From an optimization exercise on the open Yosys and OpenROAD flow, aimed at small area; shortcuts taken in it are not production practice.
In this exercise RTL edits were held to simulation tests only and were not proved equivalent to the original.
Power is estimated from default activity; no workload was simulated.

Setup of run A:
==> flow/design.v (excerpt) <==
module slink_engine (
    input  wire         clk,
    input  wire         rst,           
    input  wire [31:0]  now,           
    input  wire         ev_valid,
    input  wire         ev_level,      
    input  wire [31:0]  ev_tick,
    input  wire         dec_en,
    input  wire         send_valid,
    input  wire [5:0]   send_len,
    input  wire [255:0] send_str,
    input  wire         hw_fail,
    output wire         tx,
    output reg          req_done,
    output reg  [1:0]   req_result,    
    output reg          send_ok,
    output reg          rx_byte_valid,
    output wire [7:0]   rx_byte,
    output reg          rx_stray_valid,
    output wire [2:0]   rx_stray_n,
    output reg          rx_frame_end
);
For scale: ~2,000 cells after synthesis, roughly 350 I/O pins, roughly 29,000 µm² of cells after synthesis.
export LEC_CHECK = 0
export CAP_MARGIN = 20
export CORE_MARGIN = 2
export CORE_UTILIZATION = 40
export SLEW_MARGIN = 20
create_clock -name core_clock -period 20.0 [get_ports {clk}]
standard.sh (not shown) runs the stock make flow with config.mk's settings and CLKGATE_MAP_FILE= SYNTH_SCRIPT=/design/flow/synth_recipe.tcl, a recipe that flattens the netlist after the stock synthesis.
==> flow/flow/run.sh <==
#!/bin/bash
# The standard layout, with two changes: the port buffers are the smallest
# buffer cell, and CTS inserts no dummy loads.
set -euo pipefail
bash standard.sh \
  "BUFFER_PORTS_ARGS=-buffer_cell sky130_fd_sc_hd__buf_1" \
  "CTS_ARGS=-sink_clustering_enable -repair_clock_nets -dont_use_dummy_load" \
  finish > standard.log 2>&1
Run A has completed all stages; timing, DRC and antenna checks passed.
Changes in run B relative to run A:
diff --git a/flow/flow/run.sh b/flow/flow/run.sh
--- a/flow/flow/run.sh
+++ b/flow/flow/run.sh
@@ -6,3 +6,3 @@
   "BUFFER_PORTS_ARGS=-buffer_cell sky130_fd_sc_hd__buf_1" \
-  "CTS_ARGS=-sink_clustering_enable -repair_clock_nets -dont_use_dummy_load" \
+  "CTS_ARGS=-sink_clustering_enable -repair_clock_nets -dont_use_dummy_load -buf_list sky130_fd_sc_hd__clkbuf_4" \
   finish > standard.log 2>&1
## What came out
- Sort run B and run A by first-iteration DRC count, ascending, and run B comes first.
- Of run B and run A, the run reporting the higher final non-filler cell area was run A.
- Run B ends up with a minimum period implied by the final worst setup slack that is 0.36 ns lower than in run A.
- Sort run B and run A by combinational cell fraction of total power desc -> top: run B
- The final clock period utilization by the worst path of run B falls short of that of run A by 1.8 points.

* * *

Another version of the RTL of slink_engine (not shown whole).
Size: ~2300 cells after synthesis, ~590 flip-flops, ~350 I/O pins, about 0.027 sq mm of cells after synthesis.
export LEC_CHECK = 0
export CAP_MARGIN = 20
export CORE_MARGIN = 2
export CORE_UTILIZATION = 40
export SLEW_MARGIN = 20
create_clock -name core_clock -period 20.0 [get_ports {clk}]
==> flow/flow/run.sh <==
#!/bin/bash
# The standard layout (standard.sh, with the standard flow's own synthesis script), with
# these changes:
# - synthesis maps the logic with ABC for area (flow/abc_area.script: three
#   rounds of choice computation and area-oriented mapping) in place of
#   ORFS's delay-oriented script; everything else in synthesis, and so every
#   register, is as in the standard synthesis;
# - the port buffers are the smallest buffer cell;
# - CTS uses clkbuf_8 only, larger sink clusters and no dummy loads;
# - the floorplan step removes synthesis buffers instead of sizing up gates
#   against the unplaced, unbuffered netlist.
# Each step's full output is in synth.log / layout.log here, and ORFS's own
# logs under orfs/logs.
set -euo pipefail
work=$(pwd)
rm -rf "$work/abc_scripts"
cp -r "$FLOW_HOME/scripts" "$work/abc_scripts"
cp "$work/flow/abc_area.script" "$work/abc_scripts/abc_speed.script"
bash standard.sh "SCRIPTS_DIR=$work/abc_scripts" synth > synth.log 2>&1
bash standard.sh \
  "BUFFER_PORTS_ARGS=-buffer_cell sky130_fd_sc_hd__buf_1" \
  "CTS_ARGS=-sink_clustering_enable -repair_clock_nets -dont_use_dummy_load -buf_list sky130_fd_sc_hd__clkbuf_8 -sink_clustering_size 16 -sink_clustering_max_diameter 60" \
  REMOVE_ABC_BUFFERS=1 \
  finish > layout.log 2>&1
==> flow/flow/abc_area.script <==
strash
dch -f
map -a
strash
dch -f
map -a
strash
dch -f
map -a
topo
==> next run, changes <==
==> flow/flow/run.sh (replaced) <==
#!/bin/bash
# The standard layout (standard.sh, with the standard flow's own synthesis script), with
# these changes:
# - synthesis maps the logic with ABC for area (flow/abc_area.script:
#   rounds of choice computation and area-oriented mapping) in place of
#   ORFS's delay-oriented script; everything else in synthesis, and so every
#   register, is as in the standard synthesis;
# - the port buffers are the smallest buffer cell;
# - CTS uses clkbuf_4 only, larger sink clusters and no dummy loads;
# - the floorplan step removes synthesis buffers instead of sizing up gates
#   against the unplaced, unbuffered netlist.
# Each step's full output is in synth.log / layout.log here, and ORFS's own
# logs under orfs/logs.
set -euo pipefail
work=$(pwd)
rm -rf "$work/abc_scripts"
cp -r "$FLOW_HOME/scripts" "$work/abc_scripts"
cp "$work/flow/abc_area.script" "$work/abc_scripts/abc_speed.script"
bash standard.sh "SCRIPTS_DIR=$work/abc_scripts" synth > synth.log 2>&1
bash standard.sh \
  "BUFFER_PORTS_ARGS=-buffer_cell sky130_fd_sc_hd__buf_1" \
  "CTS_ARGS=-sink_clustering_enable -repair_clock_nets -dont_use_dummy_load -buf_list sky130_fd_sc_hd__clkbuf_4 -sink_clustering_size 10 -sink_clustering_max_diameter 40" \
  REMOVE_ABC_BUFFERS=1 \
  finish > layout.log 2>&1
==> flow/flow/abc_area.script (replaced) <==
strash
dch -f
map -a
strash
dch -f
map -a
strash
dch -f
map -a
strash
dch -f
amap -F 2 -m
strash
dch -f
amap -F 2 -m
topo
After rerunning: The new run completed with no timing, DRC or antenna violations; sequential share of layout area came out higher by 0.76 points; synthesized cell count came out lower by roughly a tenth; non-clock buffer count came out higher by 3; count of clock-buffer cells in the layout came out higher by 43; worst setup slack degrades by 0.029 ns; critical path depth came out higher by 3; power came out higher slightly; maximum frequency hardly moves; final cell count came out lower by a few percent; routed wire length came out lower slightly; utilization came out higher by 0.18 points.
==> next run, changes <==
--- a/flow/flow/run.sh
+++ b/flow/flow/run.sh
@@ -7,5 +7,5 @@
 #   register, is as in the standard synthesis;
 # - the port buffers are the smallest buffer cell;
-# - CTS uses clkbuf_4 only, larger sink clusters and no dummy loads;
+# - CTS uses clkbuf_8 only, larger sink clusters and no dummy loads;
 # - the floorplan step removes synthesis buffers instead of sizing up gates
 #   against the unplaced, unbuffered netlist.
@@ -20,5 +20,5 @@
 bash standard.sh \
   "BUFFER_PORTS_ARGS=-buffer_cell sky130_fd_sc_hd__buf_1" \
-  "CTS_ARGS=-sink_clustering_enable -repair_clock_nets -dont_use_dummy_load -buf_list sky130_fd_sc_hd__clkbuf_4 -sink_clustering_size 10 -sink_clustering_max_diameter 40" \
-  REMOVE_ABC_BUFFERS=1 \
+  "CTS_ARGS=-sink_clustering_enable -repair_clock_nets -dont_use_dummy_load -buf_list sky130_fd_sc_hd__clkbuf_8 -sink_clustering_size 16 -sink_clustering_max_diameter 60" \
+  REMOVE_ABC_BUFFERS=1 CAP_MARGIN=0 SLEW_MARGIN=0 \
   finish > layout.log 2>&1
=>
- The new run finished clean
- synthesized cell count does not change
- sequential power hardly moves
- wire length goes down by 0.42%
==> next run, changes <==
==> flow/flow/run.sh (replaced) <==
#!/bin/bash
# The standard layout (standard.sh, with the standard flow's own synthesis), with these
# changes: the port buffers are the smallest buffer cell; CTS uses one
# clock buffer size, larger sink clusters and no dummy loads; and the
# floorplan step removes synthesis buffers instead of sizing up gates
# against the unplaced, unbuffered netlist.
set -euo pipefail
bash standard.sh \
  "BUFFER_PORTS_ARGS=-buffer_cell sky130_fd_sc_hd__buf_1" \
  "CTS_ARGS=-sink_clustering_enable -repair_clock_nets -dont_use_dummy_load -buf_list sky130_fd_sc_hd__clkbuf_8 -sink_clustering_size 16 -sink_clustering_max_diameter 60" \
  REMOVE_ABC_BUFFERS=1 \
  finish > standard.log 2>&1
removed: flow/flow/abc_area.script
Outcome:
- maximum frequency went up by a few percent
- flip-flop and latch count stays the same
- cell count went down slightly

* * *

== the baseline ==
Starting RTL as in the previous note.
clock: 20.0 ns
lec_check: 0
cap_margin: 20
core_margin: 2
core_utilization: 40
slew_margin: 20
==> flow/flow/run.sh <==
#!/bin/bash
# The standard layout (standard.sh, with the standard flow's own synthesis script), with
# these changes:
# - synthesis maps the logic with ABC for area (flow/abc_area.script:
#   rounds of choice computation and area-oriented mapping) in place of
#   ORFS's delay-oriented script; everything else in synthesis, and so every
#   register, is as in the standard synthesis;
# - the port buffers are the smallest buffer cell;
# - CTS uses clkbuf_8 only, larger sink clusters and no dummy loads;
# - the floorplan step removes synthesis buffers instead of sizing up gates
#   against the unplaced, unbuffered netlist.
# Each step's full output is in synth.log / layout.log here, and ORFS's own
# logs under orfs/logs.
set -euo pipefail
work=$(pwd)
rm -rf "$work/abc_scripts"
cp -r "$FLOW_HOME/scripts" "$work/abc_scripts"
cp "$work/flow/abc_area.script" "$work/abc_scripts/abc_speed.script"
bash standard.sh "SCRIPTS_DIR=$work/abc_scripts" synth > synth.log 2>&1
bash standard.sh \
  "BUFFER_PORTS_ARGS=-buffer_cell sky130_fd_sc_hd__buf_1" \
  "CTS_ARGS=-sink_clustering_enable -repair_clock_nets -dont_use_dummy_load -buf_list sky130_fd_sc_hd__clkbuf_8 -sink_clustering_size 18 -sink_clustering_max_diameter 70" \
  REMOVE_ABC_BUFFERS=1 \
  finish > layout.log 2>&1
==> flow/flow/abc_area.script <==
strash
dch -f
map -a
strash
dch -f
map -a
strash
dch -f
map -a
strash
dch -f
amap -F 2 -m
strash
dch -f
amap -F 2 -m
topo
The baseline | stages: all done | timing, DRC, antenna: all pass
#### Input delta (the candidate over the baseline)
-- flow/flow/run.sh --
<<< the baseline, line 20
bash standard.sh \
  "BUFFER_PORTS_ARGS=-buffer_cell sky130_fd_sc_hd__buf_1" \
  "CTS_ARGS=-sink_clustering_enable -repair_clock_nets -dont_use_dummy_load -buf_list sky130_fd_sc_hd__clkbuf_8 -sink_clustering_size 18 -sink_clustering_max_diameter 70" \
  REMOVE_ABC_BUFFERS=1 \
  finish > layout.log 2>&1
>>> the candidate, line 20
bash standard.sh \
  "BUFFER_PORTS_ARGS=-buffer_cell sky130_fd_sc_hd__buf_1" \
  "CTS_ARGS=-sink_clustering_enable -repair_clock_nets -dont_use_dummy_load -buf_list sky130_fd_sc_hd__clkbuf_8 -sink_clustering_size 16 -sink_clustering_max_diameter 60" \
  REMOVE_ABC_BUFFERS=1 \
  finish > layout.log 2>&1
Notes after the runs:
Diff the baseline -> the candidate: register-to-register slack -0.02 ns; power share of the clock group +0.8 points; total power density per cell area +0.82%; final number of max-transition violations ~0 delta.
Comparing the candidate and the baseline, the lower sum of met2 wire segment lengths after detailed routing was measured on the baseline.
Initial antenna violation count: the candidate < the baseline
As far as synthesized instance count goes, the baseline and the candidate are indistinguishable; the numbers are identical.

separate check: timing with driven ports:
No port has a modelled driver above. Below, the same layouts with a new extraction and two added sets of constraints.
Step 1 assumes that a clkbuf_16 drives the clock port and a buf_2 every other input.
Step 2 times the ports against the registers' clock, not the clock port: input delays grow and output delays shrink by t, the midpoint of the rising clock arrivals with the driver on.
Slacks: ideal / step 1 / step 2; pairs: ideal / step 1.
| run | t, ns | setup WS [ns] | worst setup path after step 2 | worst register clock-pin slew, ns | worst data-port slew with drivers (ns) |
|---|---|---|---|---|---|
| run A | 0.667 | 2.405 / 2.442 / 1.775 | input to register | 0.06 / 0.06 | 0.10 |
| run B | 0.964 | 2.765 / 2.807 / 1.842 | input to register | 0.07 / 0.07 | 0.10 |
| the first run of note 2 | 0.686 | 1.539 / 1.564 / 0.878 | input to register | 0.11 / 0.11 | 0.08 |
| the second run of note 2 | 0.866 | 1.509 / 1.538 / 0.672 | input to register | 0.11 / 0.11 | 0.09 |
| the third run of note 2 | 0.683 | 1.321 / 1.352 / 0.668 | input to register | 0.11 / 0.11 | 0.10 |
| the fourth run of note 2 | 0.696 | 1.921 / 1.952 / 1.256 | input to register | 0.10 / 0.10 | 0.08 |
| the baseline | 0.685 | 1.336 / 1.364 / 0.679 | input to register | 0.12 / 0.12 | 0.09 |
| the candidate | 0.683 | 1.321 / 1.352 / 0.668 | input to register | 0.11 / 0.11 | 0.10 |
After both steps setup and hold are still met in every run listed. For run B, which loses most, drivers alone change the setup slack by +0.042 ns; drivers and shift together by -0.923 ns.
